Source: an optimization exercise on an open RTL-to-GDS flow (aim: small area, a short achievable clock period and few clock cycles). Production flows keep margins and buffers that such runs may drop. Function was not checked in any run shown here: the RTL went through the layout flow alone. Power and IR drop assume default switching activity.

--- flow/run.sh ---
#!/bin/bash
# synth_recipe.tcl (not shown) runs the flow's synth.tcl, then flattens the netlist and writes it again
# the make line also repeats each setting of config.mk as NAME=value (left out here)
make -C /OpenROAD-flow-scripts/flow DESIGN_CONFIG=/design/flow/config.mk WORK_HOME=/design/flow/orfs CLKGATE_MAP_FILE= SYNTH_SCRIPT=/design/flow/synth_recipe.tcl finish
--- flow/config.mk ---
export PLATFORM = sky130hd
export DESIGN_NAME = tpx3_codec
export DESIGN_NICKNAME = tpx3_codec
export VERILOG_FILES = /design/flow/design.v
export SDC_FILE = /design/flow/constraint.sdc
export NUM_CORES = 4
export LEC_CHECK = 0
export CAP_MARGIN = 20
export CORE_MARGIN = 2
export CORE_UTILIZATION = 40
export PLACE_DENSITY = 0.6
export SETUP_SLACK_MARGIN = 4
export SLEW_MARGIN = 20
--- flow/constraint.sdc ---
create_clock -name core_clock -period 8.0 [get_ports {clk}]
set_input_delay 1.6000 -clock core_clock [delete_from_list [all_inputs] [get_ports {clk}]]
set_output_delay 1.6000 -clock core_clock [all_outputs]
set_load 0.01 [all_outputs]
--- flow/design.v ---
module tpx3_codec (
    input  wire        clk,
    input  wire        rst,
    input  wire        in_valid,
    output wire        in_ready,
    input  wire [7:0]  in_op,
    input  wire [47:0] in_a,
    input  wire [31:0] in_b,
    input  wire [31:0] in_c,
    input  wire [31:0] in_d,
    output wire        out_valid,
    input  wire        out_ready,
    output wire [47:0] out_res,
    output wire        out_err,
    output wire        out_amb
);
    localparam [7:0] OP_ADDR_ENC  = 8'h01;
    localparam [7:0] OP_ADDR_DEC  = 8'h02;
    localparam [7:0] OP_LFSR_STEP = 8'h08;
    localparam [7:0] OP_ENC_TOA   = 8'h10;
    localparam [7:0] OP_DEC_TOA   = 8'h11;
    localparam [7:0] OP_ENC_FTOA  = 8'h12;
    localparam [7:0] OP_DEC_FTOA  = 8'h13;
    localparam [7:0] OP_ENC_TOT   = 8'h14;
    localparam [7:0] OP_DEC_TOT   = 8'h15;
    localparam [7:0] OP_ENC_PC10  = 8'h18;
    localparam [7:0] OP_DEC_PC10  = 8'h19;
    localparam [7:0] OP_PKT_ASM   = 8'h40;
    localparam [7:0] OP_PKT_DIS   = 8'h41;
    localparam [7:0] OP_HIT_DEC   = 8'h43;
    localparam [9:0] TOT_OVV  = 10'h1FF;
    reg        s1_vld, s2_vld, s3_vld, s4_vld;
    reg [47:0] s1_res, s2_res, s3_res, s4_res;    
    reg        s1_err, s2_err, s3_err, s4_err;
    reg        s1_amb, s2_amb, s3_amb, s4_amb;
    reg        s1_enc, s2_enc, s3_enc;            
    reg        s1_dlo, s2_dlo, s3_dlo;            
    reg        s1_dhi, s2_dhi, s3_dhi;            
    reg        s1_glo, s1_ghi;                    
    reg [9:0]  s1_v;         
    reg [9:0]  s2_x;         
    reg [4:0]  s2_k;         
    reg [4:0]  s3_r;         
    reg [9:0]  s3_p;         
    wire en = !s4_vld || out_ready;      
    assign in_ready  = en;
    assign out_valid = s4_vld;
    assign out_res   = s4_res;
    assign out_err   = s4_err;
    assign out_amb   = s4_amb;
    function [13:0] gray2bin(input [13:0] g);
        integer i;
        for (i = 0; i < 14; i = i + 1)
            gray2bin[i] = ^(g >> i);
    endfunction
    wire [7:0]  op = in_op;
    wire [47:0] a  = in_a;
    wire [31:0] b  = in_b;
    wire [31:0] c  = in_c;
    wire [31:0] d  = in_d;
    wire a_hi4  = |a[47:4];
    wire a_hi8  = |a[47:8];
    wire a_hi10 = |a[47:10];
    wire a_hi14 = |a[47:14];
    wire a_hi16 = |a[47:16];
    wire hdr_ok = (a[47:44] == 4'b1010);
    wire [7:0]  t1 = c[7:0];
    wire [7:0]  t2 = c[15:8];
    wire [7:0]  t3 = c[23:16];
    wire [7:0]  t4 = c[31:24];
    wire        four = (|t3) && (|t4);
    wire        step_width_bad = (|b[31:5]) || (b[4:0] == 5'd0) || (b[4] && (|b[3:0]));
    wire        tb1 = (|t1[7:4]) || (!b[4] && (t1[3:0] >= b[3:0]));
    wire        tb2 = (|t2[7:4]) || (!b[4] && (t2[3:0] >= b[3:0]));
    wire        tb3 = (|t3[7:4]) || (!b[4] && (t3[3:0] >= b[3:0]));
    wire        tb4 = (|t4[7:4]) || (!b[4] && (t4[3:0] >= b[3:0]));
    wire        step_taps_bad = tb1 || tb2 || (four && (tb3 || tb4));
    reg  [15:0] step_mask;       
    integer     mi;
    always @* begin
        for (mi = 0; mi < 16; mi = mi + 1)
            step_mask[mi] = b[4] || (mi < b[3:0]);
    end
    wire        step_reg_bad = a_hi16 || (|(a[15:0] & ~step_mask));
    wire [15:0] sreg = a[15:0];
    wire        step_fb = sreg[t1[3:0]] ^ sreg[t2[3:0]] ^
                          (four ? (sreg[t3[3:0]] ^ sreg[t4[3:0]]) : 1'b0);
    wire [15:0] step_out = ({sreg[14:0], 1'b0} & step_mask) | {15'd0, step_fb};
    reg [47:0] c_res;
    reg        c_err, c_amb;
    reg [9:0]  c_v;
    reg        c_enc, c_dlo, c_dhi;
    reg        c_glo, c_ghi;
    always @* begin
        c_res = 48'd0;
        c_err = 1'b0;
        c_amb = 1'b0;
        c_v   = a[9:0];
        c_enc = 1'b0;
        c_dlo = 1'b0;
        c_dhi = 1'b0;
        c_glo = 1'b0;
        c_ghi = 1'b0;
        case (op)
            OP_ADDR_ENC: begin
                c_err       = a_hi8 || (|b[31:8]);
                c_res[15:0] = {a[7:1], b[7:2], a[0], b[1:0]};
            end
            OP_ADDR_DEC: begin
                c_err       = a_hi16;
                c_res[15:0] = {a[15:9], a[2], a[8:3], a[1:0]};
            end
            OP_LFSR_STEP: begin
                c_err       = step_width_bad || step_taps_bad || step_reg_bad;
                c_res[15:0] = step_out;
            end
            OP_ENC_TOA: begin
                c_err       = a_hi14;
                c_res[13:0] = a[13:0] ^ {1'b0, a[13:1]};
            end
            OP_DEC_TOA: begin
                c_err       = a_hi14;
                c_res[13:0] = a[13:0];
                c_glo       = 1'b1;
            end
            OP_ENC_FTOA: begin
                c_res[3:0] = a_hi4 ? 4'd15 : a[3:0];
            end
            OP_DEC_FTOA: begin
                c_err      = a_hi4;
                c_res[3:0] = a[3:0];
            end
            OP_ENC_TOT, OP_ENC_PC10: begin
                if (a_hi10 || a[9:1] == 9'h1FF) c_res[9:0] = TOT_OVV;
                else c_enc = 1'b1;
            end
            OP_DEC_TOT, OP_DEC_PC10: begin
                c_err = a_hi10;
                c_amb = (a[9:0] == 10'd0);
                c_dlo = !c_amb;
            end
            OP_PKT_ASM: begin
                c_err = a_hi16 || (|b[31:14]) || (|c[31:10]) || (|d[31:4]);
                c_res = {4'b1010, a[15:0], b[13:0], c[9:0], d[3:0]};
            end
            OP_PKT_DIS: begin
                c_err = !hdr_ok;
                c_res = {4'd0, a[43:0]};
            end
            OP_HIT_DEC: begin
                c_err = (|b[31:1]) || d[0] || !hdr_ok;
                c_v   = a[13:4];
                c_res = {4'd0, a[43:37], a[30], a[36:31], a[29:28],
                         a[27:14], a[13:4], a[3:0]};
                c_ghi = c[0];
                c_amb = !b[0] && (a[13:4] == 10'd0);
                if (!b[0] && c[0]) begin
                    c_res[13:4] = 10'd0;
                    c_dhi       = !c_amb;
                end
            end
            default: c_err = 1'b1;
        endcase
    end
    always @(posedge clk) begin
        if (rst) begin
            s1_vld <= 1'b0;
            s2_vld <= 1'b0;
            s3_vld <= 1'b0;
            s4_vld <= 1'b0;
        end else if (en) begin
            s1_vld <= in_valid;
            s2_vld <= s1_vld;
            s3_vld <= s2_vld;
            s4_vld <= s3_vld;
        end
    end
    always @(posedge clk) begin
        if (en) begin
            s1_res <= c_res;  s1_err <= c_err;  s1_amb <= c_amb;
            s1_v   <= c_v;    s1_enc <= c_enc;  s1_dlo <= c_dlo;  s1_dhi <= c_dhi;
            s1_glo <= c_glo;  s1_ghi <= c_ghi;
            s2_res <= b_res;  s2_err <= s1_err; s2_amb <= s1_amb & ~s1_err;
            s2_enc <= s1_enc; s2_dlo <= s1_dlo & ~s1_err; s2_dhi <= s1_dhi & ~s1_err;
            s2_x   <= b_x;    s2_k   <= b_k;
            s3_res <= s2_res; s3_err <= s2_err; s3_amb <= s2_amb;
            s3_enc <= s2_enc; s3_dlo <= s2_dlo; s3_dhi <= s2_dhi;
            s3_p   <= c_p;    s3_r   <= c_r;
            s4_res <= d_res;  s4_err <= s3_err; s4_amb <= s3_amb;
        end
    end
    wire [13:0] gsrc = s1_ghi ? s1_res[27:14] : s1_res[13:0];
    wire [13:0] gbin = gray2bin(gsrc);
    wire [47:0] b_res = s1_err ? 48'd0 :
                        {s1_res[47:28],
                         s1_ghi ? gbin : s1_res[27:14],
                         s1_glo ? gbin : s1_res[13:0]};
    wire [9:0]  fa = {s1_v[6:0], s1_v[9:7]};    
    wire [4:0]  pk;                                
    assign pk[0] = (fa[0] & (fa[1] ^ fa[3] ^ fa[7] ^ fa[9])) ^ (fa[1] & (1'b1 ^ fa[2] ^ fa[4])) ^ (fa[2] & (fa[4] ^ fa[5] ^ fa[6])) ^ (fa[3] & (1'b1 ^ fa[4] ^ fa[6] ^ fa[8])) ^ (fa[4] & (fa[5] ^ fa[7] ^ fa[8] ^ fa[9])) ^ (fa[5] & (1'b1 ^ fa[6] ^ fa[7])) ^ (fa[6] & (1'b1 ^ fa[8] ^ fa[9])) ^ (fa[7] & (fa[9])) ^ fa[8];
    assign pk[1] = (fa[0] & (fa[1] ^ fa[2] ^ fa[6] ^ fa[8])) ^ (fa[1] & (fa[2] ^ fa[4] ^ fa[8])) ^ (fa[2] & (1'b1 ^ fa[3] ^ fa[5])) ^ (fa[3] & (fa[5] ^ fa[6] ^ fa[7])) ^ (fa[4] & (1'b1 ^ fa[5] ^ fa[7] ^ fa[9])) ^ (fa[5] & (fa[6] ^ fa[8] ^ fa[9])) ^ (fa[6] & (1'b1 ^ fa[7] ^ fa[8])) ^ (fa[7] & (1'b1 ^ fa[9])) ^ fa[9];
    assign pk[2] = (fa[0] & (fa[1] ^ fa[3] ^ fa[5] ^ fa[8])) ^ (fa[1] & (1'b1 ^ fa[3] ^ fa[4] ^ fa[6] ^ fa[7] ^ fa[8])) ^ (fa[2] & (fa[6] ^ fa[7] ^ fa[8])) ^ (fa[3] & (fa[5] ^ fa[6] ^ fa[9])) ^ fa[4] ^ (fa[5] & (1'b1 ^ fa[6] ^ fa[7] ^ fa[9])) ^ (fa[6] & (1'b1 ^ fa[7] ^ fa[8])) ^ fa[7] ^ fa[8];
    assign pk[3] = (fa[0] & (1'b1 ^ fa[2] ^ fa[3] ^ fa[6] ^ fa[8] ^ fa[9])) ^ (fa[1] & (fa[2] ^ fa[3] ^ fa[5] ^ fa[8])) ^ (fa[2] & (fa[7] ^ fa[9])) ^ (fa[3] & (fa[4] ^ fa[5] ^ fa[8] ^ fa[9])) ^ (fa[4] & (fa[6] ^ fa[7] ^ fa[9])) ^ (fa[5] & (1'b1 ^ fa[6] ^ fa[7])) ^ (fa[6] & (1'b1 ^ fa[7] ^ fa[9])) ^ (fa[8] & (fa[9])) ^ fa[9];
    assign pk[4] = (fa[0] & (fa[1] ^ fa[2] ^ fa[4] ^ fa[7] ^ fa[9])) ^ (fa[1] & (fa[6] ^ fa[8] ^ fa[9])) ^ (fa[2] & (fa[3] ^ fa[4] ^ fa[7] ^ fa[8] ^ fa[9])) ^ (fa[3] & (fa[5] ^ fa[6] ^ fa[8] ^ fa[9])) ^ (fa[4] & (1'b1 ^ fa[5] ^ fa[6] ^ fa[9])) ^ (fa[5] & (1'b1 ^ fa[6] ^ fa[8] ^ fa[9])) ^ (fa[7] & (fa[8])) ^ fa[8];
    wire [4:0]  elo_k = s1_v[4:0];
    wire [9:0]  elo;                               
    assign elo[0] = (~elo_k[0] & elo_k[4]) | (elo_k[0] & elo_k[1] & elo_k[3]) | (~elo_k[0] & elo_k[1] & elo_k[2]) | (elo_k[0] & elo_k[2] & elo_k[3]) | (~elo_k[1] & elo_k[2] & ~elo_k[3] & ~elo_k[4]) | (~elo_k[0] & elo_k[1] & ~elo_k[3]);
    assign elo[1] = (elo_k[0] & elo_k[4]) | (~elo_k[0] & elo_k[2] & elo_k[3]) | (elo_k[1] & elo_k[2] & ~elo_k[4]) | (~elo_k[0] & ~elo_k[1] & ~elo_k[2] & ~elo_k[3]) | (elo_k[0] & elo_k[1] & ~elo_k[3]) | (elo_k[0] & elo_k[2] & ~elo_k[3]);
    assign elo[2] = (~elo_k[0] & elo_k[4]) | (elo_k[0] & elo_k[2] & elo_k[3]) | (~elo_k[0] & elo_k[2] & ~elo_k[3]) | (elo_k[0] & ~elo_k[1] & ~elo_k[2] & ~elo_k[3]) | (~elo_k[0] & ~elo_k[1] & ~elo_k[2] & elo_k[3]) | (elo_k[0] & elo_k[1] & elo_k[2] & ~elo_k[4]);
    assign elo[3] = (~elo_k[0] & elo_k[2] & ~elo_k[3]) | (~elo_k[1] & ~elo_k[2] & elo_k[3]) | (elo_k[0] & ~elo_k[3] & elo_k[4]) | (elo_k[0] & elo_k[3] & ~elo_k[4]) | (elo_k[1] & elo_k[2] & ~elo_k[3]) | (~elo_k[0] & ~elo_k[1] & elo_k[2] & elo_k[4]) | (~elo_k[0] & ~elo_k[2] & elo_k[3] & elo_k[4]);
    assign elo[4] = (~elo_k[0] & ~elo_k[1] & ~elo_k[2]) | (elo_k[0] & elo_k[2] & ~elo_k[3]) | (~elo_k[0] & elo_k[3] & ~elo_k[4]) | (~elo_k[0] & ~elo_k[3] & elo_k[4]) | (~elo_k[2] & elo_k[3] & elo_k[4]) | (~elo_k[1] & ~elo_k[2] & elo_k[3]) | (elo_k[0] & ~elo_k[1] & elo_k[2] & elo_k[4]);
    assign elo[5] = (~elo_k[2] & elo_k[3]) | (elo_k[0] & ~elo_k[3] & elo_k[4]) | (~elo_k[1] & ~elo_k[2] & ~elo_k[4]) | (elo_k[0] & elo_k[3] & ~elo_k[4]) | (~elo_k[0] & elo_k[3] & elo_k[4]) | (~elo_k[0] & elo_k[1] & elo_k[2] & ~elo_k[3]);
    assign elo[6] = (~elo_k[0] & elo_k[1] & ~elo_k[2]) | (elo_k[0] & ~elo_k[2] & elo_k[3]) | (~elo_k[0] & ~elo_k[1] & elo_k[4]) | (elo_k[0] & elo_k[3] & elo_k[4]) | (elo_k[0] & elo_k[1] & elo_k[2] & ~elo_k[3]) | (~elo_k[0] & elo_k[2] & elo_k[3] & ~elo_k[4]) | (~elo_k[1] & ~elo_k[2] & ~elo_k[3] & ~elo_k[4]) | (~elo_k[0] & ~elo_k[3] & elo_k[4]);
    assign elo[7] = (elo_k[0] & elo_k[1] & ~elo_k[2]) | (~elo_k[0] & ~elo_k[1] & elo_k[3]) | (elo_k[0] & ~elo_k[1] & elo_k[4]) | (~elo_k[0] & ~elo_k[2] & elo_k[3]) | (elo_k[0] & elo_k[2] & elo_k[3] & ~elo_k[4]) | (elo_k[0] & ~elo_k[2] & ~elo_k[3]) | (elo_k[1] & ~elo_k[2] & ~elo_k[4]) | (elo_k[0] & ~elo_k[3] & elo_k[4]) | (~elo_k[0] & elo_k[3] & elo_k[4]);
    assign elo[8] = (~elo_k[0] & elo_k[4]) | (elo_k[3] & elo_k[4]) | (~elo_k[0] & ~elo_k[1] & elo_k[2]) | (elo_k[0] & ~elo_k[1] & elo_k[3]) | (~elo_k[0] & ~elo_k[2] & ~elo_k[3]) | (elo_k[0] & elo_k[1] & ~elo_k[2] & ~elo_k[4]) | (~elo_k[0] & elo_k[2] & elo_k[3]);
    assign elo[9] = (elo_k[2] & elo_k[3]) | (elo_k[0] & elo_k[4]) | (elo_k[0] & ~elo_k[1] & ~elo_k[3]) | (~elo_k[0] & elo_k[1] & elo_k[3]) | (elo_k[0] & ~elo_k[2] & ~elo_k[3]) | (~elo_k[1] & elo_k[2] & ~elo_k[4]);
    wire [9:0]  b_x = s1_enc ? elo : fa;
    wire [4:0]  b_k = s1_enc ? s1_v[9:5] : pk;
    wire [5:0]  t6k = {s2_enc, s2_k};
    wire [4:0]  c_r;
    wire [9:0]  c_y;
    assign c_r[0] = (t6k[0] & ~t6k[1] & ~t6k[2]) | (t6k[0] & ~t6k[1] & t6k[3]) | (t6k[0] & ~t6k[2] & ~t6k[4]) | (~t6k[0] & t6k[1] & ~t6k[2] & t6k[3]) | (~t6k[0] & ~t6k[1] & ~t6k[3] & t6k[4]) | (t6k[0] & ~t6k[1] & ~t6k[4]) | (t6k[0] & t6k[2] & t6k[3] & t6k[4]) | (~t6k[0] & t6k[1] & t6k[2] & ~t6k[3] & ~t6k[4]);
    assign c_r[1] = (t6k[1] & t6k[2] & ~t6k[4]) | (~t6k[0] & ~t6k[1] & ~t6k[3]) | (~t6k[2] & ~t6k[3] & ~t6k[4]) | (~t6k[0] & t6k[1] & ~t6k[2] & t6k[4]) | (~t6k[0] & t6k[1] & t6k[2] & t6k[3]) | (t6k[0] & ~t6k[1] & ~t6k[2] & ~t6k[4]) | (t6k[1] & ~t6k[2] & t6k[3] & t6k[4]);
    assign c_r[2] = (t6k[0] & ~t6k[1] & ~t6k[3]) | (~t6k[2] & t6k[3] & ~t6k[4]) | (~t6k[1] & t6k[2] & ~t6k[3]) | (~t6k[0] & t6k[1] & ~t6k[2] & ~t6k[3]) | (~t6k[0] & ~t6k[1] & ~t6k[4]) | (t6k[0] & t6k[2] & ~t6k[3] & t6k[4]) | (~t6k[0] & t6k[1] & t6k[2] & t6k[3] & t6k[4]);
    assign c_r[3] = (~t6k[0] & t6k[2] & t6k[3]) | (t6k[0] & ~t6k[2] & t6k[4]) | (~t6k[1] & ~t6k[2] & ~t6k[3]) | (t6k[1] & t6k[3] & t6k[4]) | (~t6k[0] & ~t6k[1] & ~t6k[2] & ~t6k[4]) | (t6k[0] & ~t6k[1] & ~t6k[3] & ~t6k[4]) | (~t6k[0] & ~t6k[2] & ~t6k[3] & ~t6k[4]);
    assign c_r[4] = (~t6k[0] & ~t6k[1] & t6k[2]) | (t6k[0] & ~t6k[1] & t6k[4]) | (~t6k[0] & t6k[2] & ~t6k[3]) | (~t6k[0] & t6k[1] & ~t6k[2] & t6k[3]) | (~t6k[0] & t6k[2] & t6k[4]) | (t6k[0] & ~t6k[2] & t6k[3] & t6k[4]) | (t6k[0] & t6k[1] & t6k[2] & t6k[3] & ~t6k[4]);
    assign c_y[0] = (t6k[0] & t6k[1] & ~t6k[2] & ~t6k[3]) | (~t6k[0] & ~t6k[1] & t6k[2] & ~t6k[3]) | (t6k[0] & t6k[1] & t6k[2] & t6k[3]) | (~t6k[0] & t6k[1] & t6k[2] & ~t6k[4]) | (t6k[0] & ~t6k[1] & ~t6k[3] & t6k[5]) | (~t6k[2] & t6k[3] & t6k[4] & ~t6k[5]) | (~t6k[0] & ~t6k[1] & t6k[2] & t6k[4]) | (~t6k[0] & t6k[1] & t6k[3] & ~t6k[4]) | (t6k[0] & ~t6k[1] & t6k[4] & t6k[5]) | (~t6k[1] & t6k[2] & ~t6k[3] & t6k[4]) | (~t6k[0] & ~t6k[1] & t6k[2] & t6k[5]) | (t6k[0] & t6k[2] & t6k[4] & t6k[5]) | (t6k[1] & t6k[2] & ~t6k[4] & ~t6k[5]) | (~t6k[1] & ~t6k[3] & t6k[4] & t6k[5]) | (t6k[0] & t6k[2] & t6k[3] & ~t6k[4] & ~t6k[5]);
    assign c_y[1] = (t6k[0] & ~t6k[4] & t6k[5]) | (~t6k[0] & ~t6k[1] & t6k[2] & t6k[4]) | (t6k[0] & ~t6k[1] & t6k[3] & ~t6k[5]) | (~t6k[0] & t6k[2] & t6k[3] & t6k[5]) | (~t6k[1] & ~t6k[2] & ~t6k[3] & t6k[5]) | (t6k[0] & t6k[1] & t6k[2] & ~t6k[4]) | (t6k[0] & t6k[3] & t6k[4] & ~t6k[5]) | (~t6k[0] & t6k[1] & ~t6k[2] & t6k[4] & t6k[5]) | (~t6k[0] & t6k[2] & ~t6k[3] & ~t6k[4] & ~t6k[5]) | (~t6k[0] & t6k[2] & t6k[3] & t6k[4]) | (~t6k[1] & t6k[2] & t6k[4] & ~t6k[5]) | (~t6k[1] & t6k[3] & t6k[4] & ~t6k[5]) | (t6k[0] & t6k[1] & ~t6k[2] & t6k[4] & ~t6k[5]) | (~t6k[0] & t6k[1] & ~t6k[2] & t6k[3] & ~t6k[4] & ~t6k[5]);
    assign c_y[2] = (~t6k[0] & t6k[1] & t6k[2] & ~t6k[3]) | (~t6k[0] & t6k[2] & t6k[3] & t6k[4]) | (t6k[0] & ~t6k[1] & t6k[3] & ~t6k[5]) | (~t6k[0] & t6k[2] & ~t6k[3] & ~t6k[5]) | (t6k[0] & ~t6k[1] & t6k[4] & ~t6k[5]) | (t6k[1] & t6k[2] & t6k[4] & t6k[5]) | (t6k[0] & t6k[1] & ~t6k[2] & ~t6k[3] & t6k[4]) | (~t6k[0] & ~t6k[1] & ~t6k[2] & ~t6k[3] & t6k[5]) | (t6k[0] & ~t6k[1] & t6k[2] & ~t6k[3] & t6k[5]) | (t6k[0] & t6k[1] & ~t6k[2] & ~t6k[4] & t6k[5]) | (~t6k[0] & ~t6k[1] & t6k[3] & ~t6k[4] & t6k[5]) | (~t6k[1] & t6k[3] & t6k[4] & ~t6k[5]) | (~t6k[0] & t6k[1] & ~t6k[3] & t6k[4] & ~t6k[5]) | (t6k[0] & ~t6k[1] & ~t6k[3] & ~t6k[4] & t6k[5]) | (t6k[0] & t6k[2] & t6k[3] & ~t6k[4] & ~t6k[5]) | (~t6k[0] & t6k[1] & ~t6k[2] & t6k[3] & ~t6k[4] & ~t6k[5]);
    assign c_y[3] = (t6k[0] & ~t6k[2] & t6k[3]) | (t6k[0] & ~t6k[2] & ~t6k[5]) | (~t6k[0] & t6k[2] & ~t6k[3] & t6k[5]) | (~t6k[0] & t6k[1] & t6k[4] & ~t6k[5]) | (t6k[0] & t6k[1] & t6k[4] & t6k[5]) | (t6k[0] & ~t6k[1] & t6k[3] & ~t6k[4]) | (~t6k[1] & ~t6k[2] & t6k[3] & t6k[5]) | (t6k[0] & t6k[3] & t6k[4] & ~t6k[5]) | (~t6k[0] & t6k[1] & t6k[2] & t6k[3] & ~t6k[4]) | (t6k[1] & ~t6k[2] & t6k[3] & t6k[4]) | (t6k[0] & t6k[1] & t6k[3] & t6k[5]) | (t6k[0] & t6k[1] & ~t6k[3] & ~t6k[4] & ~t6k[5]) | (~t6k[0] & t6k[2] & t6k[3] & ~t6k[4] & ~t6k[5]);
    assign c_y[4] = (t6k[1] & t6k[3] & t6k[4]) | (t6k[1] & t6k[4] & ~t6k[5]) | (t6k[0] & ~t6k[1] & ~t6k[2] & ~t6k[3]) | (t6k[0] & t6k[1] & t6k[2] & ~t6k[3]) | (t6k[0] & ~t6k[2] & t6k[3] & ~t6k[5]) | (~t6k[0] & ~t6k[2] & t6k[3] & t6k[4]) | (~t6k[1] & ~t6k[2] & ~t6k[3] & t6k[5]) | (~t6k[0] & ~t6k[1] & t6k[2] & t6k[3] & ~t6k[5]) | (~t6k[0] & t6k[2] & ~t6k[3] & ~t6k[4] & t6k[5]) | (~t6k[0] & t6k[1] & ~t6k[2] & ~t6k[3] & ~t6k[5]) | (t6k[0] & ~t6k[1] & t6k[3] & ~t6k[4] & ~t6k[5]) | (t6k[0] & t6k[1] & ~t6k[3] & ~t6k[4] & t6k[5]);
    assign c_y[5] = (~t6k[0] & t6k[3] & t6k[4]) | (t6k[0] & ~t6k[2] & ~t6k[5]) | (~t6k[0] & ~t6k[2] & ~t6k[3] & ~t6k[4]) | (~t6k[0] & ~t6k[1] & t6k[2] & t6k[3]) | (t6k[0] & t6k[1] & ~t6k[2] & t6k[4]) | (~t6k[0] & ~t6k[1] & t6k[2] & t6k[4]) | (~t6k[0] & t6k[1] & t6k[3] & t6k[5]) | (t6k[0] & ~t6k[1] & ~t6k[4] & ~t6k[5]) | (t6k[1] & ~t6k[2] & ~t6k[3] & ~t6k[5]) | (~t6k[0] & t6k[2] & t6k[4] & t6k[5]) | (t6k[0] & t6k[1] & ~t6k[3] & t6k[4] & ~t6k[5]) | (~t6k[1] & t6k[2] & ~t6k[3] & t6k[4] & t6k[5]) | (t6k[0] & t6k[1] & t6k[2] & ~t6k[3] & ~t6k[4] & t6k[5]);
    assign c_y[6] = (~t6k[0] & ~t6k[1] & t6k[3] & t6k[4]) | (t6k[0] & ~t6k[2] & t6k[3] & ~t6k[5]) | (~t6k[0] & ~t6k[1] & t6k[2] & ~t6k[5]) | (~t6k[0] & t6k[3] & t6k[4] & ~t6k[5]) | (~t6k[0] & t6k[1] & ~t6k[2] & ~t6k[3] & t6k[4]) | (t6k[0] & t6k[1] & t6k[2] & ~t6k[3] & ~t6k[5]) | (t6k[1] & ~t6k[2] & ~t6k[3] & ~t6k[4] & ~t6k[5]) | (~t6k[1] & ~t6k[2] & t6k[3] & t6k[4]) | (~t6k[0] & ~t6k[1] & t6k[3] & ~t6k[5]) | (~t6k[0] & ~t6k[1] & t6k[2] & ~t6k[3] & ~t6k[4]) | (t6k[0] & t6k[1] & ~t6k[2] & t6k[3] & ~t6k[4]) | (t6k[0] & ~t6k[1] & ~t6k[2] & t6k[4] & ~t6k[5]) | (t6k[0] & t6k[2] & ~t6k[3] & ~t6k[4] & ~t6k[5]) | (~t6k[0] & t6k[1] & t6k[2] & t6k[3] & ~t6k[4] & t6k[5]) | (t6k[0] & t6k[1] & t6k[2] & t6k[3] & t6k[4] & t6k[5]);
    assign c_y[7] = (~t6k[0] & ~t6k[1] & t6k[2] & ~t6k[3]) | (~t6k[0] & t6k[1] & ~t6k[2] & t6k[3]) | (t6k[0] & t6k[1] & ~t6k[2] & ~t6k[4]) | (~t6k[1] & ~t6k[2] & ~t6k[3] & t6k[4]) | (~t6k[0] & t6k[1] & ~t6k[4] & t6k[5]) | (~t6k[1] & t6k[2] & ~t6k[4] & ~t6k[5]) | (~t6k[0] & ~t6k[2] & t6k[3] & ~t6k[4]) | (t6k[0] & t6k[1] & t6k[2] & ~t6k[3] & t6k[4]) | (t6k[0] & ~t6k[2] & t6k[3] & t6k[4] & ~t6k[5]) | (~t6k[0] & t6k[2] & t6k[3] & t6k[4] & ~t6k[5]) | (~t6k[1] & t6k[2] & ~t6k[3] & ~t6k[4]) | (t6k[0] & t6k[1] & t6k[2] & ~t6k[3] & ~t6k[5]) | (~t6k[0] & t6k[1] & ~t6k[2] & t6k[4] & ~t6k[5]);
    assign c_y[8] = (~t6k[0] & ~t6k[2] & t6k[3]) | (t6k[1] & t6k[2] & t6k[5]) | (~t6k[0] & ~t6k[1] & ~t6k[5]) | (~t6k[1] & ~t6k[2] & ~t6k[4] & t6k[5]) | (t6k[0] & t6k[1] & t6k[2] & ~t6k[3]) | (t6k[1] & ~t6k[2] & t6k[3] & ~t6k[4]) | (~t6k[1] & ~t6k[2] & t6k[3] & t6k[4]) | (~t6k[1] & ~t6k[3] & t6k[4] & ~t6k[5]) | (t6k[0] & ~t6k[1] & t6k[2] & t6k[3] & ~t6k[4]) | (~t6k[0] & t6k[1] & t6k[3] & ~t6k[4]) | (t6k[1] & ~t6k[2] & t6k[3] & ~t6k[5]) | (t6k[0] & t6k[1] & ~t6k[2] & ~t6k[4] & ~t6k[5]) | (t6k[0] & t6k[1] & ~t6k[3] & t6k[4] & t6k[5]);
    assign c_y[9] = (~t6k[3] & t6k[4] & t6k[5]) | (~t6k[0] & ~t6k[1] & ~t6k[3]) | (~t6k[0] & t6k[1] & t6k[3] & ~t6k[4]) | (~t6k[2] & t6k[3] & t6k[4] & ~t6k[5]) | (t6k[0] & t6k[1] & t6k[2] & t6k[4]) | (~t6k[1] & ~t6k[2] & ~t6k[4] & t6k[5]) | (~t6k[0] & ~t6k[1] & t6k[2] & ~t6k[5]) | (t6k[0] & t6k[1] & ~t6k[3] & ~t6k[4] & ~t6k[5]) | (t6k[0] & t6k[2] & ~t6k[3] & t6k[4]) | (~t6k[0] & t6k[2] & ~t6k[4] & ~t6k[5]) | (t6k[0] & t6k[1] & t6k[2] & t6k[3] & t6k[5]) | (~t6k[1] & t6k[2] & t6k[3] & ~t6k[4] & ~t6k[5]);
    wire [9:0]  c_p;
    wire s2_x_c_y_d0 = (s2_x[0] & c_y[0]);
    wire s2_x_c_y_d1 = (s2_x[0] & c_y[1]) ^ (s2_x[1] & c_y[0]);
    wire s2_x_c_y_d2 = (s2_x[0] & c_y[2]) ^ (s2_x[1] & c_y[1]) ^ (s2_x[2] & c_y[0]);
    wire s2_x_c_y_d3 = (s2_x[0] & c_y[3]) ^ (s2_x[1] & c_y[2]) ^ (s2_x[2] & c_y[1]) ^ (s2_x[3] & c_y[0]);
    wire s2_x_c_y_d4 = (s2_x[0] & c_y[4]) ^ (s2_x[1] & c_y[3]) ^ (s2_x[2] & c_y[2]) ^ (s2_x[3] & c_y[1]) ^ (s2_x[4] & c_y[0]);
    wire s2_x_c_y_d5 = (s2_x[0] & c_y[5]) ^ (s2_x[1] & c_y[4]) ^ (s2_x[2] & c_y[3]) ^ (s2_x[3] & c_y[2]) ^ (s2_x[4] & c_y[1]) ^ (s2_x[5] & c_y[0]);
    wire s2_x_c_y_d6 = (s2_x[0] & c_y[6]) ^ (s2_x[1] & c_y[5]) ^ (s2_x[2] & c_y[4]) ^ (s2_x[3] & c_y[3]) ^ (s2_x[4] & c_y[2]) ^ (s2_x[5] & c_y[1]) ^ (s2_x[6] & c_y[0]);
    wire s2_x_c_y_d7 = (s2_x[0] & c_y[7]) ^ (s2_x[1] & c_y[6]) ^ (s2_x[2] & c_y[5]) ^ (s2_x[3] & c_y[4]) ^ (s2_x[4] & c_y[3]) ^ (s2_x[5] & c_y[2]) ^ (s2_x[6] & c_y[1]) ^ (s2_x[7] & c_y[0]);
    wire s2_x_c_y_d8 = (s2_x[0] & c_y[8]) ^ (s2_x[1] & c_y[7]) ^ (s2_x[2] & c_y[6]) ^ (s2_x[3] & c_y[5]) ^ (s2_x[4] & c_y[4]) ^ (s2_x[5] & c_y[3]) ^ (s2_x[6] & c_y[2]) ^ (s2_x[7] & c_y[1]) ^ (s2_x[8] & c_y[0]);
    wire s2_x_c_y_d9 = (s2_x[0] & c_y[9]) ^ (s2_x[1] & c_y[8]) ^ (s2_x[2] & c_y[7]) ^ (s2_x[3] & c_y[6]) ^ (s2_x[4] & c_y[5]) ^ (s2_x[5] & c_y[4]) ^ (s2_x[6] & c_y[3]) ^ (s2_x[7] & c_y[2]) ^ (s2_x[8] & c_y[1]) ^ (s2_x[9] & c_y[0]);
    wire s2_x_c_y_d10 = (s2_x[1] & c_y[9]) ^ (s2_x[2] & c_y[8]) ^ (s2_x[3] & c_y[7]) ^ (s2_x[4] & c_y[6]) ^ (s2_x[5] & c_y[5]) ^ (s2_x[6] & c_y[4]) ^ (s2_x[7] & c_y[3]) ^ (s2_x[8] & c_y[2]) ^ (s2_x[9] & c_y[1]);
    wire s2_x_c_y_d11 = (s2_x[2] & c_y[9]) ^ (s2_x[3] & c_y[8]) ^ (s2_x[4] & c_y[7]) ^ (s2_x[5] & c_y[6]) ^ (s2_x[6] & c_y[5]) ^ (s2_x[7] & c_y[4]) ^ (s2_x[8] & c_y[3]) ^ (s2_x[9] & c_y[2]);
    wire s2_x_c_y_d12 = (s2_x[3] & c_y[9]) ^ (s2_x[4] & c_y[8]) ^ (s2_x[5] & c_y[7]) ^ (s2_x[6] & c_y[6]) ^ (s2_x[7] & c_y[5]) ^ (s2_x[8] & c_y[4]) ^ (s2_x[9] & c_y[3]);
    wire s2_x_c_y_d13 = (s2_x[4] & c_y[9]) ^ (s2_x[5] & c_y[8]) ^ (s2_x[6] & c_y[7]) ^ (s2_x[7] & c_y[6]) ^ (s2_x[8] & c_y[5]) ^ (s2_x[9] & c_y[4]);
    wire s2_x_c_y_d14 = (s2_x[5] & c_y[9]) ^ (s2_x[6] & c_y[8]) ^ (s2_x[7] & c_y[7]) ^ (s2_x[8] & c_y[6]) ^ (s2_x[9] & c_y[5]);
    wire s2_x_c_y_d15 = (s2_x[6] & c_y[9]) ^ (s2_x[7] & c_y[8]) ^ (s2_x[8] & c_y[7]) ^ (s2_x[9] & c_y[6]);
    wire s2_x_c_y_d16 = (s2_x[7] & c_y[9]) ^ (s2_x[8] & c_y[8]) ^ (s2_x[9] & c_y[7]);
    wire s2_x_c_y_d17 = (s2_x[8] & c_y[9]) ^ (s2_x[9] & c_y[8]);
    wire s2_x_c_y_d18 = (s2_x[9] & c_y[9]);
    assign c_p[0] = s2_x_c_y_d0 ^ s2_x_c_y_d10 ^ s2_x_c_y_d17;
    assign c_p[1] = s2_x_c_y_d1 ^ s2_x_c_y_d11 ^ s2_x_c_y_d18;
    assign c_p[2] = s2_x_c_y_d2 ^ s2_x_c_y_d12;
    assign c_p[3] = s2_x_c_y_d3 ^ s2_x_c_y_d10 ^ s2_x_c_y_d13 ^ s2_x_c_y_d17;
    assign c_p[4] = s2_x_c_y_d4 ^ s2_x_c_y_d11 ^ s2_x_c_y_d14 ^ s2_x_c_y_d18;
    assign c_p[5] = s2_x_c_y_d5 ^ s2_x_c_y_d12 ^ s2_x_c_y_d15;
    assign c_p[6] = s2_x_c_y_d6 ^ s2_x_c_y_d13 ^ s2_x_c_y_d16;
    assign c_p[7] = s2_x_c_y_d7 ^ s2_x_c_y_d14 ^ s2_x_c_y_d17;
    assign c_p[8] = s2_x_c_y_d8 ^ s2_x_c_y_d15 ^ s2_x_c_y_d18;
    assign c_p[9] = s2_x_c_y_d9 ^ s2_x_c_y_d16;
    wire [6:0]  t2k = {s3_p[8], s3_p[7], s3_p[6], s3_p[4], s3_p[2], s3_p[1], s3_p[0]};
    wire [9:0]  u;                                 
    assign u[0] = (t2k[3] & ~t2k[4] & t2k[6]) | (t2k[0] & ~t2k[2] & t2k[4] & ~t2k[5]) | (t2k[3] & ~t2k[5] & ~t2k[6]) | (t2k[0] & t2k[4] & ~t2k[6]) | (~t2k[1] & ~t2k[4] & t2k[6]) | (~t2k[0] & t2k[1] & ~t2k[2] & t2k[4] & t2k[5]);
    assign u[1] = (~t2k[0] & ~t2k[3] & t2k[5]) | (~t2k[0] & t2k[2] & ~t2k[5]) | (~t2k[0] & ~t2k[1] & ~t2k[2] & t2k[6]) | (~t2k[0] & t2k[1] & ~t2k[4] & t2k[5]) | (t2k[0] & ~t2k[1] & ~t2k[3]) | (t2k[0] & ~t2k[4] & ~t2k[5]);
    assign u[2] = (t2k[2] & t2k[4]) | (~t2k[4] & ~t2k[5] & ~t2k[6]) | (~t2k[1] & t2k[2]) | (~t2k[0] & ~t2k[1] & t2k[4] & t2k[5]) | (~t2k[0] & t2k[2] & t2k[5]) | (t2k[0] & t2k[3] & ~t2k[5]);
    assign u[3] = (~t2k[1] & t2k[4] & ~t2k[5]) | (t2k[1] & ~t2k[4] & t2k[6]) | (~t2k[3] & ~t2k[5] & ~t2k[6]) | (~t2k[2] & ~t2k[3] & t2k[4] & t2k[5]) | (t2k[0] & t2k[1] & t2k[3]) | (~t2k[0] & ~t2k[1] & t2k[2] & t2k[5]);
    assign u[4] = (~t2k[0] & ~t2k[3] & t2k[5]) | (t2k[0] & t2k[5] & t2k[6]) | (~t2k[0] & t2k[1] & ~t2k[4] & ~t2k[5]) | (~t2k[0] & t2k[2] & ~t2k[4] & t2k[5]) | (~t2k[1] & ~t2k[4] & ~t2k[6]) | (t2k[1] & ~t2k[2] & t2k[4] & t2k[5]);
    assign u[5] = (~t2k[0] & ~t2k[3] & t2k[4]) | (t2k[1] & ~t2k[3] & ~t2k[4]) | (~t2k[1] & t2k[4] & t2k[5]) | (t2k[2] & t2k[4] & t2k[6]) | (~t2k[0] & t2k[5] & ~t2k[6]) | (t2k[0] & ~t2k[2] & ~t2k[3] & t2k[5]);
    assign u[6] = (t2k[0] & t2k[5]) | (t2k[0] & t2k[1] & t2k[4]) | (~t2k[0] & ~t2k[2] & ~t2k[5] & ~t2k[6]) | (t2k[1] & t2k[3] & t2k[4] & t2k[5]) | (t2k[0] & t2k[3]) | (~t2k[1] & t2k[2] & t2k[5]);
    assign u[7] = (~t2k[2] & ~t2k[4] & t2k[5]) | (~t2k[3] & t2k[4] & ~t2k[5]) | (t2k[0] & ~t2k[2] & t2k[5]) | (t2k[0] & t2k[2] & ~t2k[4]) | (t2k[1] & ~t2k[2] & t2k[5]) | (~t2k[0] & t2k[1] & t2k[2] & ~t2k[5]);
    assign u[8] = (t2k[3] & t2k[4] & t2k[5]) | (t2k[5] & ~t2k[6]) | (~t2k[1] & ~t2k[2] & ~t2k[4]) | (~t2k[1] & ~t2k[4] & ~t2k[5]) | (t2k[2] & ~t2k[3]) | (t2k[1] & t2k[3] & ~t2k[6]) | (t2k[1] & ~t2k[3] & ~t2k[5] & t2k[6]);
    assign u[9] = (t2k[0] & ~t2k[5]) | (t2k[4] & ~t2k[6]) | (t2k[1] & t2k[5] & ~t2k[6]) | (~t2k[1] & ~t2k[5] & t2k[6]) | (~t2k[0] & ~t2k[1] & ~t2k[2] & t2k[3]) | (~t2k[0] & t2k[2] & t2k[3] & t2k[4]);
    wire [4:0]  ag = u[4:0] & s3_r;
    wire [4:0]  ap = u[4:0] ^ s3_r;
    wire [5:0]  ac;
    assign ac[0] = 1'b0;
    assign ac[1] = ag[0];
    assign ac[2] = ag[1] | (ap[1] & ag[0]);
    assign ac[3] = ag[2] | (ap[2] & ag[1]) | (ap[2] & ap[1] & ag[0]);
    assign ac[4] = ag[3] | (ap[3] & ag[2]) | (ap[3] & ap[2] & ag[1]) | (ap[3] & ap[2] & ap[1] & ag[0]);
    assign ac[5] = ag[4] | (ap[4] & ac[4]);
    wire [4:0]  uhi1 = u[9:5] ^ {&u[8:5], &u[7:5], &u[6:5], u[5], 1'b1};
    wire [9:0]  dcnt = {ac[5] ? uhi1 : u[9:5], ap ^ ac[4:0]};
    wire [9:0]  ecnt = {s3_p[2:0], s3_p[9:3]};   
    wire [9:0]  cod  = s3_enc ? ecnt : dcnt;
    wire        cl   = s3_enc | s3_dlo;
    wire [47:0] d_res = {s3_res[47:14],
                         s3_res[13:10] | (s3_dhi ? cod[9:6] : 4'd0),
                         s3_res[9:4]   | (s3_dhi ? cod[5:0] : 6'd0) | (cl ? cod[9:4] : 6'd0),
                         s3_res[3:0]   | (cl ? cod[3:0] : 4'd0)};
endmodule
==> flow_summary_export.csv, run 1 <==
group,metric,value,unit
yosys,yosysWarnings,1,
drt,drt_iter0_markers,1322,
timing,fin_setup_tns,0,ps
final_layout,nNetsFinal,1963,
drt,dr.pass1.iters,6,
clocking,cts_tree,"built",
power_and_ir_drop,ir_drop,0.000263,V
power_and_ir_drop,clkPwrFrac,0.173,
floorplanning,start_util,0.407,
yosys,ys_seq_area_frac,0.434,
setup_path,path_delay_family,"buffers and inverters",
clocking,clock_latency,540,ps
drt,dr_total_vias,13200,
yosys,synth_top_area_cell,"edfxtp_1",
placement,routabilityCongestion,0.963,
yosys,synthesis.area,16700,um^2
setup_path,reg2reg_depth,9,
timing,setup_viol,0,
final_layout,mostFrequentLayoutCells,"edfxtp_1, clkdlybuf4s50_1, nand2_1",
global_routing,grt_max_degree,189,
global_routing,gr-total-overflow,0,
timing,fmax,252,MHz
timing,finClkSkew,25.4,ps
floorplanning,die_h,209,um
floorplanning,num_rows,74,
yosys,ys_seq_elements,243,
drt,wl,47500,um
final_layout,design_area,20000,um^2
power_and_ir_drop,internal-power,4.44,mW
yosys,netlist_instances,1633,
setup_path,crit_fanout,11,
setup_path,cp.required,8370,ps
timing,rsz0062_at_grt,"false",
power_and_ir_drop,p_switching,2.53,mW
clocking,cts_sinks,243,
yosys,synth_ff_type,"edfxtp_1",
setup_path,crit_chain,"clkdlybuf4s50_1, inv_1, ha_1, and3_1, nor2b_1, nor3_1, o21ai_0, nand4_1",
clocking,cts_buffers,26,
global_routing,grt_usage,0.214,
floorplanning,core_area,41100,um^2
setup_path,endpoint_kind,"flip-flop",
drt,ant_nets,0,
clocking,cts_max_level,1,
yosys,synth-edff-count,239,
power_and_ir_drop,p_sw_frac,0.363,
yosys,synth_area_leaders,"edfxtp_1, xnor2_1, ha_1",
global_routing,grt_pass1_wl,73900,um
power_and_ir_drop,powerDensity,349,nW/um^2
setup_path,timing.rr.end,"s3_p[3]",
run_status,status,"finished clean",
final_layout,drive_gt1_frac,0.0650,
final_layout,antennaDiodeCount,0,
setup_path,critPathKind,"in -> reg",
min_path,hp-start,"s3_res[37]",
setup_path,cp-start-kind,"input port",
final_layout,final_common_cell,"edfxtp_1",
final_layout,multi_input_area,8710,um^2
yosys,synth.distinct_cells,98,
final_layout,fillers,3823,
clocking,clk_pin_slew,70,ps
setup_path,crit_cells,8,
setup_path,crit_buf_inv,2,
power_and_ir_drop,p_seq_frac,0.258,
setup_path,cp_slowest_cell,"clkdlybuf4s50_1",
placement,postPlaceCellArea,19000,um^2
placement,hpwl,33900,um
timing,finalHoldViolations,0,
setup_path,worstPathArrival,4330,ps
clocking,clockBufferDepth,3,
floorplanning,die_area,43500,um^2
floorplanning,io_pins,208,
floorplanning,die_w,209,um
yosys,yosysTopAreaCellShare,0.429,
timing,period_share,0.495,
drt,wl_per_cell,20.6,um
final_layout,area_growth_syn_to_layout,19.3,%
clocking,cts-hold-fix-buffers,0,
timing,finalMaxSlewViolations,0,
timing,slew_headroom,0.361,
clocking,root_buffer,"clkbuf_16",
min_path,worstHoldPathType,"reg -> reg",
timing,fin_crit,3960,ps
global_routing,grt_pass1_vias,12800,
placement,io_buffers,205,
flow_run,max_cap_viol_count,0,
setup_path,cpPeakStageDelay,930,ps
setup_path,startpoint,"in_a[8]",
yosys,avgSynthCellArea,10.3,um^2
global_routing,antenna_found_initial,0,
power_and_ir_drop,leakage,7.72,nW
drt,drcViolationCount,0,
yosys,ys_async_sr_fraction,0,
power_and_ir_drop,combPwrFrac,0.570,
setup_path,rr_startpoint,"s2_k[3]",
setup_path,reg2reg_slack,4230,ps
setup_path,worstSetupEndpoint,"s1_res[3]",
final_layout,seqCellArea,7260,um^2
drt,viasPerCell,5.75,
timing,tightest_slew,959,ps
per-layer routing:
layer  vias up  wire, um  global-route usage  share of wire
li1       6274         -                   -              -
met1      6321     20900               0.300           0.44
met2       563     22000               0.341           0.46
met3        75      3480              0.0355          0.073
met4         0      1090              0.0613          0.023
met5         -         0                   0              0
flip-flops by register name, indices dropped and copies added, names as in the netlist, 5 cells and up:
register and cells:
s3_p 10, s1_res 45, s2_k 5, s3_res 45, s3_r 5, s1_v 10
s4_res 45, s2_res 45, s2_x 10
final cells by class:
class	instances	area share
inverters	61	0.0117
repair buffers	228	0.112
well taps	532	0.0333
multi-input cells	1192	0.436
clock buffers	28	0.0330
clock inverters	18	0.0103
flip-flops and latches	243	0.363
cells in the mapped netlist (21+ instances only):
cell type,count
a21oi_1,80
nand3_1,21
nor2b_1,47
a22o_1,24
inv_1,57
nand2b_1,23
xnor3_1,22
o21ai_0,96
xor2_1,54
nand2_1,170
mux2i_1,30
edfxtp_1,239
clkbuf_1,91
nor2_1,119
xnor2_1,101
nor4_1,28
ha_1,53
power by group through the flow:
stage / Sequential (mW) / Combinational [mW] / Clock [mW]
after floorplan: 1.75 / 3.16 / 0
after global placement: 1.84 / 3.86 / 0
after detailed placement: 1.84 / 3.88 / 0
after CTS: 1.80 / 3.93 / 1.23
after global routing: 1.81 / 4.30 / 1.28
final: 1.80 / 3.97 / 1.20
per-stage QoR:
stage               power (mW)  utilization  std cells  worst slack [ps]  hold slack [ps]
global route              7.39        0.486       2302              4030              418
floorplan                 4.91            -       1634              1880              400
global placement          5.69        0.462       2249              3270              401
finish                    6.97        0.486       2302              4040              413
CTS                       6.96        0.484       2297              4020              413
detailed placement        5.72        0.462       2249              3230              405
logic make-up after synthesis:
kind of cell | after synthesis | synth area share
AND/OR/NAND/NOR | 505 | 0.147
AO/OA/AOI/OAI | 391 | 0.160
buffers and inverters | 199 | 0.0496
XOR/XNOR | 183 | 0.119
multiplexers | 55 | 0.0482
other | 1 | 0.000224
adder cells (fa/ha/maj) | 56 | 0.0426
flip-flops | 243 | 0.434
how the worst min path moves through the flow:
stage / endpoint / slack [ps] / cells after the start
3_5_place_dp: s3_err / 400 / 0
4_1_cts: s4_res[37] / 410 / 0
3_3_place_gp: s4_res[34] / 400 / 0
6_report: s4_res[37] / 410 / 0
5_1_grt: s3_res[39] / 420 / 0
2_1_floorplan: s3_amb / 400 / 0
repair_timing:
item,CTS,global route
resized for setup,7,9
setup endpoints to repair,15,20
buffers inserted,2,5
==> run 2, diff against run 1 <==
--- a/flow/config.mk
+++ b/flow/config.mk
@@ -9,5 +9,5 @@
 export CORE_MARGIN = 2
 export CORE_UTILIZATION = 40
 export PLACE_DENSITY = 0.6
-export SETUP_SLACK_MARGIN = 4
+export SETUP_SLACK_MARGIN = 5
 export SLEW_MARGIN = 20
==> flow_summary_export.csv, run 2 <==
group,metric,value,unit
yosys,synthesis.area,16700,um^2
timing,rsz0062_at_grt,"true",
timing,finalMaxSlewViolations,0,
min_path,worstHoldPathType,"reg -> reg",
floorplanning,start_util,0.407,
yosys,synth.distinct_cells,98,
power_and_ir_drop,leakage,9.53,nW
floorplanning,die_w,209,um
setup_path,crit_fanout,2,
global_routing,gr-total-overflow,0,
timing,tightest_slew,850,ps
yosys,yosysWarnings,1,
drt,dr_wl_met2,24100,um
placement,routabilityCongestion,0.930,
final_layout,mostFrequentLayoutCells,"edfxtp_1, nand2_1, buf_4",
clocking,clock_latency,530,ps
run_status,status,"finished clean",
drt,drt_iter0_markers,1552,
timing,holdWs,400,ps
drt,wl,53200,um
timing,slew_headroom,0.433,
power_and_ir_drop,power.total,8.52,mW
floorplanning,die_h,209,um
final_layout,nNetsFinal,2138,
floorplanning,core_area,41100,um^2
final_layout,post-route-util,0.560,
final_layout,fin_cells,2478,
timing,fin_setup_tns,0,ps
yosys,synth_ff_type,"edfxtp_1",
timing,fin_crit,3660,ps
drt,met3_wirelength,4820,um
clocking,cts-hold-fix-buffers,0,
drt,viasPerCell,5.88,
yosys,synth_area_leaders,"edfxtp_1, xnor2_1, ha_1",
yosys,netlist_top_cells_count,"edfxtp_1, nand2_1, nor2_1",
yosys,synth_most_common_cell,"edfxtp_1",
global_routing,grt_pass1_vias,13800,
drt,drcViolationCount,0,
placement,dp_cells,2246,
yosys,synth_top_area_cell,"edfxtp_1",
power_and_ir_drop,powerDensity,370,nW/um^2
yosys,ys_async_sr_fraction,0,
floorplanning,die_area,43500,um^2
drt,dr.pass1.iters,8,
clocking,cts_max_level,1,
global_routing,grt_max_degree,188,
yosys,ys_seq_area_frac,0.434,
yosys,yosysTopAreaCellShare,0.429,
final_layout,fillers,3442,
setup_path,cp-start-kind,"input port",
flow_run,max_cap_viol_count,0,
setup_path,critPathKind,"in -> out",
clocking,clockBufferDepth,3,
placement,io_buffers,205,
timing,period_share,0.458,
setup_path,cp.required,6400,ps
setup_path,worstPathArrival,2060,ps
floorplanning,io_pins,208,
yosys,ys_seq_elements,243,
yosys,netlist_instances,1633,
final_layout,seqCellArea,7260,um^2
final_layout,multi_input_area,9820,um^2
clocking,root_buffer,"clkbuf_16",
drt,dr.max_layer_used,"met5",
final_layout,drive_gt1_frac,0.265,
clocking,clk_pin_slew,60,ps
final_layout,design_area,23000,um^2
timing,setup_ws,4340,ps
global_routing,grt_usage,0.231,
drt,wl_per_cell,21.5,um
clocking,cts_tree,"built",
clocking,cts_sinks,243,
timing,setup_viol,0,
setup_path,endpoint_kind,"output pin",
timing,finClkSkew,22.3,ps
placement,postPlaceCellArea,19200,um^2
placement,pre_cts_ws,3250,ps
drt,wl_met1,22300,um
final_layout,area_growth_syn_to_layout,37.5,%
yosys,synth-edff-count,239,
yosys,avgSynthCellArea,10.3,um^2
drt,ant_nets,0,
global_routing,grt_pass1_wl,79900,um
timing,finalHoldViolations,0,
global_routing,antenna_found_initial,2,
clocking,cts_buffers,26,
floorplanning,num_rows,74,
placement,hpwl,33400,um
power_and_ir_drop,ir_drop,0.000355,V
final_layout,final_common_cell,"edfxtp_1",
drt,dr_total_vias,14600,
timing,fmax,273,MHz
==> run 2: cell count changes in the layout (fill, tap and decap cells not counted), moves of 14 or more <==
cell,previous run,this run
clkdlybuf4s50_1,202,62
o21ai_0,95,81
nor2_1,117,101
xnor2_2,1,15
buf_6,1,37
xnor2_1,101,85
buf_12,1,32
dlygate4sd2_1,1,53
buf_4,20,137
buf_2,0,31
nor4_1,25,8
==> run 2: final cells by class <==
cell class,count,share of cell area
Clock inverter,17,0.00663
Tap cell,532,0.0289
Timing Repair Buffer,400,0.182
Clock buffer,29,0.0288
Antenna cell,1,0.000109
Inverter,61,0.0112
Multi-Input combinational cell,1195,0.427
Sequential cell,243,0.315
==> run 2: cells by family after synthesis <==
family / count (synthesis) / share of synthesized area
xor+xnor: 183 / 0.119
buf+inv: 199 / 0.0496
mux: 55 / 0.0482
simple gates: 505 / 0.147
flops: 243 / 0.434
fa+ha+maj: 56 / 0.0426
other cells: 1 / 0.000224
compound gates: 391 / 0.160
==> run 2: what timing repair did <==
item / 4_1_cts / 5_1_grt
buffers inserted: 104 / 59
setup endpoints to repair: 321 / 248
pin swaps: 109 / 69
gates resized for setup: 636 / 133
gates cloned: 14 / 8
==> run 2: worst paths after layout <==
check                           slack, ps         to  cells past startpoint      start
worst max-delay path                 4340   in_ready                      4  out_ready
worst min-delay path                  400  s3_res[6]                      0  s2_res[6]
worst max register to register       4770    s3_p[8]                     13    s2_k[4]
worst min register to register        400  s3_res[6]                      0  s2_res[6]
==> run 2: layer usage <==
layer	GRT usage	vias to the layer above
met1	0.320	6891
met4	0.0704	2
li1	-	6636
met5	0	-
met2	0.377	878
met3	0.0335	168
==> run 2: critical path: stages <==
cell and delay (ps):
buf_6 100, nor2b_4 140, clkinvlp_4 100, buf_6 120
==> run 2: power by group <==
part | switching, mW | internal [mW] | leakage, nW
clock network | 0.475 | 0.660 | 0.397
logic | 2.52 | 3.08 | 6.27
registers | 0.112 | 1.67 | 2.86
total | 3.11 | 5.41 | 9.53
==> run 3, diff against run 2 <==
==> flow/flow/run.sh (new file) <==
#!/bin/bash
# The standard layout (standard.sh), except that the port buffers are
# buf_2 cells and timing repair may resize any cell to any size, not only to
# cells of the same footprint.  make's full output goes to make.log.
set -euo pipefail
bash standard.sh MATCH_CELL_FOOTPRINT=0 \
    "BUFFER_PORTS_ARGS=-buffer_cell sky130_fd_sc_hd__buf_2" finish > make.log 2>&1
==> flow/standard.sh (new file) <==
#!/bin/bash
# synth_recipe.tcl (not shown) runs the flow's synth.tcl, then flattens the netlist and writes it again
# the make line also repeats each setting of config.mk as NAME=value (left out here)
make -C /OpenROAD-flow-scripts/flow DESIGN_CONFIG=/design/flow/config.mk WORK_HOME=/design/flow/orfs CLKGATE_MAP_FILE= SYNTH_SCRIPT=/design/flow/synth_recipe.tcl "${@:-finish}"
removed: flow/run.sh
==> flow_summary_export.csv, run 3 <==
group,metric,value,unit
run_status,status,"finished clean",
yosys,ys_seq_elements,243,
yosys,synth_xor_area_frac,0.119,
placement,pre_cts_ws,3190,ps
yosys,synth_area_leaders,"edfxtp_1, xnor2_1, ha_1",
drt,drt_iter0_markers,1993,
timing,rsz0062_at_grt,"true",
global_routing,gr-total-overflow,0,
yosys,netlist_instances,1633,
yosys,synth_fa_ha_area_frac,0.0426,
yosys,avgSynthCellArea,10.3,um^2
clocking,cts-hold-fix-buffers,0,
global_routing,grt_max_degree,214,
timing,setup_ws,4330,ps
drt,dr.pass1.iters,8,
timing,finalHoldViolations,0,
yosys,ys_async_sr_fraction,0,
yosys,synthesis.area,16700,um^2
power_and_ir_drop,ir_drop,0.000303,V
flow_run,max_cap_viol_count,0,
final_layout,nNetsFinal,2108,
placement,hpwl,32500,um
setup_path,cp.required,6400,ps
setup_path,worstPathArrival,2070,ps
yosys,yosysTopAreaCellShare,0.429,
yosys,synthMuxAreaShare,0.0482,
yosys,ys_seq_area_frac,0.434,
clocking,root_buffer,"clkbuf_16",
timing,finClkSkew,21.0,ps
final_layout,design_area,21700,um^2
power_and_ir_drop,leakage,9.02,nW
clocking,clk_pin_slew,60,ps
setup_path,cp_slowest_cell,"nor2b_4",
yosys,synth.distinct_cells,98,
floorplanning,die_w,209,um
setup_path,crit_buf_inv,3,
drt,dr_total_vias,14500,
yosys,synth_top_family_by_area,"compound AO/OA/AOI/OAI gates",
floorplanning,die_h,209,um
yosys,synth_ff_type,"edfxtp_1",
floorplanning,start_util,0.407,
clocking,cts_sinks,243,
drt,viasPerCell,5.94,
timing,tightest_slew,826,ps
final_layout,mostFrequentLayoutCells,"edfxtp_1, buf_2, nand2_1",
final_layout,post-route-util,0.527,
floorplanning,io_pins,208,
clocking,cts_max_level,1,
timing,period_share,0.459,
floorplanning,die_area,43500,um^2
timing,slew_headroom,0.449,
floorplanning,core_area,41100,um^2
power_and_ir_drop,powerDensity,394,nW/um^2
clocking,clock_latency,540,ps
setup_path,crit_top_cell,"buf_6",
final_layout,drive_gt1_frac,0.306,
setup_path,critPathKind,"in -> out",
yosys,synth_top_area_cell,"edfxtp_1",
clocking,clockBufferDepth,3,
clocking,cts_buffers,26,
yosys,synth-edff-count,239,
yosys,yosys.area_share.simple,0.147,
setup_path,path_delay_family,"buffers and inverters",
global_routing,grt_pass1_wl,78100,um
drt,wl,52700,um
placement,io_buffers,205,
setup_path,crit_chain,"buf_6, nor2b_4, clkinvlp_4, buf_6",
setup_path,endpoint_kind,"output pin",
clocking,cts_tree,"built",
yosys,synth_most_common_cell,"edfxtp_1",
drt,wl_per_cell,21.5,um
global_routing,antenna_found_initial,1,
floorplanning,num_rows,74,
final_layout,antennaDiodeCount,0,
global_routing,grt_pass1_vias,13700,
timing,fmax,272,MHz
global_routing,grt_usage,0.227,
placement,dp_cells,2246,
final_layout,fin_cells,2448,
final_layout,fillers,3551,
setup_path,crit_fanout,2,
timing,fin_crit,3670,ps
drt,drcViolationCount,0,
min_path,worstHoldPathType,"reg -> reg",
placement,routabilityCongestion,0.941,
final_layout,area_growth_syn_to_layout,29.4,%
setup_path,cp-start-kind,"input port",
timing,holdWs,406,ps
final_layout,final_common_cell,"edfxtp_1",
drt,ant_nets,0,
timing,fin_setup_tns,0,ps
setup_path,cpPeakStageDelay,140,ps
timing,setup_viol,0,
placement,postPlaceCellArea,18100,um^2
power_and_ir_drop,power.total,8.53,mW
yosys,netlist_top_cells_count,"edfxtp_1, nand2_1, nor2_1",
yosys,yosysWarnings,1,
yosys,synth_compound_area_frac,0.160,
timing,finalMaxSlewViolations,0,
run 3: changes by cell type in the layout (fill, tap and decap cells not counted), sizes merged:
cell | previous run | this run
dlymetal6s2s | 6 | 0
clkdlybuf4s50 | 62 | 0
clkinvlp | 7 | 8
bufinv | 2 | 3
clkbuf | 38 | 48
buf | 252 | 355
and2 | 10 | 7
diode | 1 | 0
inv | 54 | 58
clkdlybuf4s15 | 11 | 0
dlygate4sd2 | 53 | 0
bufbuf | 7 | 0
clkinv | 15 | 9
run 3: layout make-up:
class / count / area, um^2 / area share
Timing Repair Buffer: 372 / 3060 / 0.141
Tap cell: 532 / 666 / 0.0307
Sequential cell: 243 / 7260 / 0.335
Multi-Input combinational cell: 1192 / 9560 / 0.441
Timing Repair inverter: 1 / 5.00 / 0.000231
Clock inverter: 16 / 189 / 0.00873
Clock buffer: 31 / 669 / 0.0309
Inverter: 61 / 248 / 0.0114
run 3: path summary, 6_finish.rpt:
path / start / end / slack [ps] / cells after the start
setup reg to reg: s2_enc / s3_p[6] / 4670 / 11
hold / removal: s2_res[19] / s3_res[19] / 410 / 0
hold reg to reg: s2_res[19] / s3_res[19] / 410 / 0
setup / recovery: out_ready / in_ready / 4330 / 4
run 3: timing repair:
action	4_1_cts	5_1_grt
endpoints found under the setup margin	273	56
cloned	16	4
resized for setup	224	86
setup buffers	97	37
pin swaps	61	62
run 3: power by group:
part | leakage, nW | switching [mW] | internal (mW)
Sequential | 2.86 | 0.112 | 1.67
Clock | 0.412 | 0.500 | 0.702
Combinational | 5.75 | 2.58 | 2.98
run 3: routing by layer:
layer	global-route usage	vias to the layer above	wire length, um	share of wire
met4	0.0793	2	2230	0.042
met1	0.304	6846	21400	0.41
met2	0.371	918	24200	0.46
met3	0.0380	201	4790	0.091
li1	-	6562	-	-
met5	0	-	11	0.00021
run 3: kinds of logic (layout without fill, tap and decap cells):
logic type	Yosys count	in the layout
compound gates	391	391
flops	243	243
fa+ha+maj	56	56
mux	55	55
other cells	1	2
simple gates	505	505
buf+inv	199	481
xor+xnor	183	183

[separate check: timing with driven ports]
The results above use ideal ports. As a check the final layouts listed here were re-extracted and re-timed, cells and wires unchanged. Step 1, drivers: a clkbuf_16 drives clk and a buf_2 each remaining input, both assumed. Step 2 also shifts input and output timing later by t, the mid clock arrival at the registers, as if the neighbouring blocks saw the same clock. Slacks: ideal ports / drivers / drivers and shift; pairs: ideal ports / drivers.
run	t (ns)	setup WS [ns]	cell pins on the clock port's net
run 1	0.581	4.039 / 4.037 / 3.480	1
run 2	0.574	4.340 / 4.308 / 4.256	1
run 3	0.584	4.330 / 4.296 / 4.250	1
After both steps setup and hold are still met in every run listed. The setup slack of run 1, which loses most, moves by -0.002 ns with the drivers and by -0.559 ns with both steps.
